This design comes from an exercise in tuning for small area, a short achievable clock period and few clock cycles on the open sky130 flow, not from production work.
At most, simulation tests tie the RTL to the original design; equivalence was not proved.
No activity file was given, so power comes from the tool's default toggle rates.

Design baton_relay_core, start of the top module:
module baton_relay_core (
    input  wire        clk,
    input  wire        rst,
    input  wire [63:0] cfg_turns_required,
    input  wire        cmd_valid,
    output wire        cmd_ready,
    input  wire [1:0]  cmd_op,
    input  wire [7:0]  cmd_seed,
    input  wire        rx_valid,
    output wire        rx_ready,
    input  wire [63:0] rx_data,
    input  wire [3:0]  rx_len,
    input  wire        rx_fin,
    input  wire        offer_valid,
    output wire        offer_ready,
    input  wire [15:0] offer_len,
    output wire        tx_valid,
    input  wire        tx_ready,
    output wire [63:0] tx_data,
    output wire [3:0]  tx_len,
    output wire        tx_fin,
    output wire        tx_last,
    output wire        idle,
    output wire [2:0]  state,
    output wire        role,
    output wire [7:0]  baton_out,
    output wire [7:0]  baton_in,
    output wire [63:0] turn_count,
    output wire [63:0] rx_byte_count,
    output wire [2:0]  close_code,
    output wire        dgram_ready,
    output wire [7:0]  dgram_value
);
    localparam OP_ACCEPT   = 2'd0;
    localparam OP_CONNECT  = 2'd1;
    localparam OP_DEREG    = 2'd2;
    localparam OP_TIMEOUT  = 2'd3;
    localparam S_IDLE   = 3'd0;
    localparam S_READY  = 3'd1;
    localparam S_SENT   = 3'd2;
    localparam S_DONE   = 3'd3;
    localparam S_CLOSED = 3'd5;
    localparam [2:0] C_SUCCESS   = 3'd0;
    localparam [2:0] C_MALFORMED = 3'd2;
    localparam [2:0] C_TIMEOUT   = 3'd4;
    localparam [2:0] C_NONE      = 3'd7;
    localparam [2:0] D_IDLE  = 3'd0;   
    localparam [2:0] D_LEN2  = 3'd1;   
    localparam [2:0] D_BODY  = 3'd2;   
    localparam [2:0] D_DONE  = 3'd3;   
  ...
For scale: roughly 2,200 cells after synthesis, ~320 flip-flops, roughly 400 I/O pins, roughly 18,000 sq um of cells after synthesis.
Settings: LEC_CHECK=0, CAP_MARGIN=20, CORE_MARGIN=2, CORE_UTILIZATION=40, SETUP_SLACK_MARGIN=4.5, SLEW_MARGIN=20; clock period 8.0 ns.
standard.sh (not shown) runs the stock make flow with config.mk's settings and CLKGATE_MAP_FILE= SYNTH_SCRIPT=/design/flow/synth_recipe.tcl, a recipe that flattens the netlist after the stock synthesis.
==> flow/flow/run.sh <==
#!/bin/bash
# Standard layout, with every port buffered by the smallest buffer instead of
# the flow's default choice. Full make output goes to standard.log.
set -euo pipefail
export BUFFER_PORTS_ARGS="-buffer_cell sky130_fd_sc_hd__buf_1"
bash standard.sh finish > standard.log 2>&1
The first run ran to the end with no violations.
Testbench counts at the start, summed over its fixed seeds: cycles 196,263.
Change:
Settings changed: SETUP_SLACK_MARGIN 4.5 to 5.0.
Result:
- worst setup slack is worse by 16 ps
- clock skew came out lower by 5.1 ps
- register-to-register slack is worse by 20 ps
- routed wire length came out higher by about 8%
- power came out higher by about 6%
- first-iteration DRC count came out higher by 5.3%


== build 73 ==
baton_relay_core, a different RTL version from the one above (not shown whole).
Size: about 2100 cells after synthesis, about 310 flip-flops, about 400 I/O pins.
==> flow/design.v (excerpt) <==
module baton_relay_core (
    input  wire        clk,
    input  wire        rst,
    input  wire [63:0] cfg_turns_required,
    input  wire        cmd_valid,
    output wire        cmd_ready,
    input  wire [1:0]  cmd_op,
    input  wire [7:0]  cmd_seed,
    input  wire        rx_valid,
    output wire        rx_ready,
    input  wire [63:0] rx_data,
    input  wire [3:0]  rx_len,
    input  wire        rx_fin,
    input  wire        offer_valid,
    output wire        offer_ready,
    input  wire [15:0] offer_len,
    output wire        tx_valid,
    input  wire        tx_ready,
    output wire [63:0] tx_data,
    output wire [3:0]  tx_len,
    output wire        tx_fin,
    output wire        tx_last,
    output wire        idle,
    output wire [2:0]  state,
    output wire        role,
    output wire [7:0]  baton_out,
    output wire [7:0]  baton_in,
    output wire [63:0] turn_count,
    output wire [63:0] rx_byte_count,
    output wire [2:0]  close_code,
    output wire        dgram_ready,
    output wire [7:0]  dgram_value
);
Settings: LEC_CHECK=0, CAP_MARGIN=20, CORE_MARGIN=2, CORE_UTILIZATION=40, SETUP_SLACK_MARGIN=5.0, SLEW_MARGIN=20; clock period 8.0 ns.
Scripts as last shown in full above: flow/flow/run.sh
Changes in trial 25 relative to build 73:
- changing SETUP_SLACK_MARGIN from 5.0 to 4.5
Results
In terms of count of pins on the block boundary, trial 25 and build 73 differ only marginally.
Trial 25 vs. build 73: met2 track utilization from global routing fell by 1.0 points, relative slew slack rose by 9.5 points, placed wire-length estimate after detailed placement rose by about 1.3%, number of buffer and inverter instances along the worst setup path fell by 1, smallest hold slack rose by 0.015 ns.
Build 73 was larger in final cell area than trial 25.
Function was not checked in any run of this note: the RTL went through the layout flow alone.


baton_relay_core, a different RTL version from the one above (not shown whole).
Size in the first run: roughly 290 flip-flops, roughly 400 I/O pins, ~19000 um^2 of cells after synthesis.
## baton_relay_core
module baton_relay_core (
    input  wire        clk,
    input  wire        rst,
    input  wire [63:0] cfg_turns_required,
    input  wire        cmd_valid,
    output wire        cmd_ready,
    input  wire [1:0]  cmd_op,
    input  wire [7:0]  cmd_seed,
    input  wire        rx_valid,
    output wire        rx_ready,
    input  wire [63:0] rx_data,
    input  wire [3:0]  rx_len,
    input  wire        rx_fin,
    input  wire        offer_valid,
    output wire        offer_ready,
    input  wire [15:0] offer_len,
    output wire        tx_valid,
    input  wire        tx_ready,
    output wire [63:0] tx_data,
    output wire [3:0]  tx_len,
    output wire        tx_fin,
    output wire        tx_last,
    output wire        idle,
    output wire [2:0]  state,
    output wire        role,
    output wire [7:0]  baton_out,
    output wire [7:0]  baton_in,
    output wire [63:0] turn_count,
    output wire [63:0] rx_byte_count,
    output wire [2:0]  close_code,
    output wire        dgram_ready,
    output wire [7:0]  dgram_value
);
Settings: LEC_CHECK=0, CAP_MARGIN=20, CORE_MARGIN=2, CORE_UTILIZATION=40, SLEW_MARGIN=20; clock period 8.0 ns.
Scripts as last shown in full above: flow/flow/run.sh
The baseline went through all stages and came out clean.
Rerun with:
SETUP_SLACK_MARGIN = 4.5   (was default)
The changed run finished with timing, DRC and antenna clean; routed wire length is higher by 11%; synthesized cell count stays the same; clock skew hardly moves; core utilization climbs by 6.4 points; count of clock-buffer cells in the layout decreases by 5; die area is unchanged; critical path depth is higher by 2; design area increases by 14%; first-iteration DRC count is higher by 3.6%; synthesized area does not change; setup slack improves by 1.8 ns.
No functional check of the RTL was part of any run of this note.


baton_relay_core, a different RTL version from the one above (not shown whole).
For scale: about 2,200 cells after synthesis, about 330 flip-flops, ~19,000 um2 of cells after synthesis.
Settings: LEC_CHECK=0, CAP_MARGIN=20, CORE_MARGIN=2, CORE_UTILIZATION=60, SETUP_SLACK_MARGIN=4.9, SLEW_MARGIN=20; clock period 8.0 ns.
Scripts as last shown in full above: flow/flow/run.sh
The starting point passed the timing, DRC and antenna checks.
Testbench counts at the start, summed over its fixed seeds: cycles 196,564.
Rerun with:
==> flow/flow/run.sh (replaced) <==
#!/bin/bash
# Standard layout (standard.sh) with two changes:
#  - synthesis maps the logic with flow/area.abc (see flow/synth.tcl);
#  - every port is buffered by the smallest buffer.
# Full make output goes to standard.log; ORFS keeps each step's log under orfs/logs.
set -euo pipefail
here=$(pwd)
export BUFFER_PORTS_ARGS="-buffer_cell sky130_fd_sc_hd__buf_1"
export FLOW_ABC_SCRIPT="$here/flow/area.abc"
sed "s#SYNTH_SCRIPT=[^ ]*#SYNTH_SCRIPT=$here/flow/synth.tcl#" standard.sh > standard_area.sh
bash standard_area.sh finish > standard.log 2>&1
==> flow/flow/area.abc (new file) <==
&get -n
&st
&dc2
&syn2
&dc2
&dch -f
&nf -R 2000
&put
&get -n
&st
&dch -f
&nf -R 2000
&put
==> flow/flow/synth.tcl (new file) <==
# The standard flow's synthesis script (synth_recipe.tcl), with one change: ABC maps the
# logic with the script in FLOW_ABC_SCRIPT (flow/area.abc, an area-recovering
# script) in place of ORFS's speed script. Registers, passes, flattening and
# renaming are unchanged.
proc synth {args} { yosys synth -nofsm -noshare {*}$args }
proc use_own_abc_script {name1 name2 op} {
  upvar #0 abc_args a
  set i [lsearch -exact $a -script]
  if {$i >= 0} { lset a [expr {$i + 1}] $::env(FLOW_ABC_SCRIPT) }
}
trace add variable ::abc_args write use_own_abc_script
source $::env(SCRIPTS_DIR)/synth.tcl
# left out here: clear keep_hierarchy, flatten, clean up, hide names made inside functions, write 1_2_yosys.v
CORE_UTILIZATION = 40   (was 60)
Die area goes up by 36%.
Via count goes down by 6.4%.
Total power goes up by 7.7%.
Sequential share of layout area goes up by 0.64 points.
Routed wire length goes up by 3.7%.
Worst hold slack is better by 0.0090 ns.
Worst setup slack is worse by 0.10 ns.
Design area goes down by 1.6%.
Cell count goes up by 0.91%.
Rerun with:
==> flow/flow/run.sh (replaced) <==
#!/bin/bash
# Standard layout, with every port buffered by the smallest buffer instead of
# the flow's default choice. Full make output goes to standard.log.
set -euo pipefail
export BUFFER_PORTS_ARGS="-buffer_cell sky130_fd_sc_hd__buf_1"
bash standard.sh finish > standard.log 2>&1
GPL_TIMING_DRIVEN = 1   (was not set)
removed: flow/flow/area.abc
removed: flow/flow/synth.tcl
Count of clock-buffer cells in the layout goes up by 9.
Design area goes up by about 3.8%.
Sequential power hardly moves.
Non-clock buffer count goes down by 15.
Routed wire length goes up by 6.5%.
First-iteration DRC count goes up by about 18%.
Fmax goes up by 4.3%.
Synthesized area goes up by 9.5%.
Total power goes down by about 4%.
Global-route usage goes down by 0.32 points.
Sequential share of layout area goes down by 1.2 points.
Rerun with:
==> flow/flow/run.sh (replaced) <==
#!/bin/bash
# Standard layout (standard.sh) with two changes:
#  - synthesis maps the logic with flow/area.abc (see flow/synth.tcl);
#  - every port is buffered by the smallest buffer.
# Full make output goes to standard.log; ORFS keeps each step's log under orfs/logs.
set -euo pipefail
here=$(pwd)
export BUFFER_PORTS_ARGS="-buffer_cell sky130_fd_sc_hd__buf_1"
export FLOW_ABC_SCRIPT="$here/flow/area.abc"
sed "s#SYNTH_SCRIPT=[^ ]*#SYNTH_SCRIPT=$here/flow/synth.tcl#" standard.sh > standard_area.sh
bash standard_area.sh finish > standard.log 2>&1
==> flow/flow/area.abc (new file) <==
&get -n
&st
&syn2
&syn2
&dch -f
&nf -R 2000
&put
==> flow/flow/synth.tcl (new file) <==
# The standard flow's synthesis script (synth_recipe.tcl), with one change: ABC maps the
# logic with the script in FLOW_ABC_SCRIPT (flow/area.abc, an area-recovering
# script) in place of ORFS's speed script. Registers, passes, flattening and
# renaming are unchanged.
proc synth {args} { yosys synth -nofsm -noshare {*}$args }
proc use_own_abc_script {name1 name2 op} {
  upvar #0 abc_args a
  set i [lsearch -exact $a -script]
  if {$i >= 0} { lset a [expr {$i + 1}] $::env(FLOW_ABC_SCRIPT) }
}
trace add variable ::abc_args write use_own_abc_script
source $::env(SCRIPTS_DIR)/synth.tcl
# left out here: clear keep_hierarchy, flatten, clean up, hide names made inside functions, write 1_2_yosys.v
GPL_TIMING_DRIVEN = not set   (was 1)
Via count came out lower by 2.4%.
Count of clock-buffer cells in the layout came out lower by 2.
Worst setup slack got worse by 0.22 ns.
First-iteration DRC count came out lower by 19%.
Die area came out lower by 5.7%.
Clock skew is about the same.
Wire length came out lower by 7.5%.
Total power came out lower by 0.71%.
Rerun with:
==> flow/flow/run.sh (replaced) <==
#!/bin/bash
# Standard layout, with every port buffered by the smallest buffer instead of
# the flow's default choice. Full make output goes to standard.log.
set -euo pipefail
export BUFFER_PORTS_ARGS="-buffer_cell sky130_fd_sc_hd__buf_1"
bash standard.sh finish > standard.log 2>&1
SETUP_SLACK_MARGIN = 5.0   (was 4.9)
removed: flow/flow/area.abc
removed: flow/flow/synth.tcl
After rerunning: The changed run completed with no timing, DRC or antenna violations. Sequential share of layout area drops by 1.3 points. Global-route usage increases by 0.68 points. Die area rises by 6.0%. Routed wire length came out higher by 9.2%. Critical path depth goes down by 7. Area after synthesis went up by 6.1%. Total power is higher by 0.73%. Setup slack is better by 0.17 ns. Maximum frequency is higher by 5.5%.

[what the ideal ports hide]
In the flow no input, the clock included, has a driving cell. The finished layouts below were timed again as built, in two steps.
Step 1: set_driving_cell puts a clkbuf_16 on clk and a buf_2 on each other input, an assumption about the parent block.
Step 2 also shifts input and output timing later by t, the mid clock arrival at the registers, as if the neighbouring blocks saw the same clock.
a / b / c = ideal / step 1 / step 2; a / b = the first two.
run | t, ns | setup WS [ns] | worst slew at a driven data input, ns
the first run of note 1 | 0.595 | 4.598 / 4.598 / 4.025 | 0.08
the second run of note 1 | 0.603 | 4.582 / 4.582 / 4.158 | 0.09
build 73 | 0.624 | 4.162 / 4.186 / 3.562 | 0.10
trial 25 | 0.609 | 4.223 / 4.246 / 3.638 | 0.09
the first run of note 3 | 0.613 | 2.392 / 2.414 / 1.801 | 0.07
the second run of note 3 | 0.611 | 4.214 / 4.125 / 3.515 | 0.14
the first run of note 4 | 0.573 | 4.923 / 4.909 / 4.364 | 0.07
the second run of note 4 | 0.623 | 4.821 / 4.821 / 4.208 | 0.07
the third run of note 4 | 0.614 | 4.950 / 4.892 / 4.368 | 0.07
the fourth run of note 4 | 0.612 | 4.727 / 4.727 / 4.405 | 0.08
the fifth run of note 4 | 0.613 | 4.896 / 4.895 / 4.338 | 0.09
After both steps setup and hold are still met in every run listed. For the second run of note 3, which loses most, drivers alone change the setup slack by -0.089 ns; drivers and shift together by -0.699 ns.
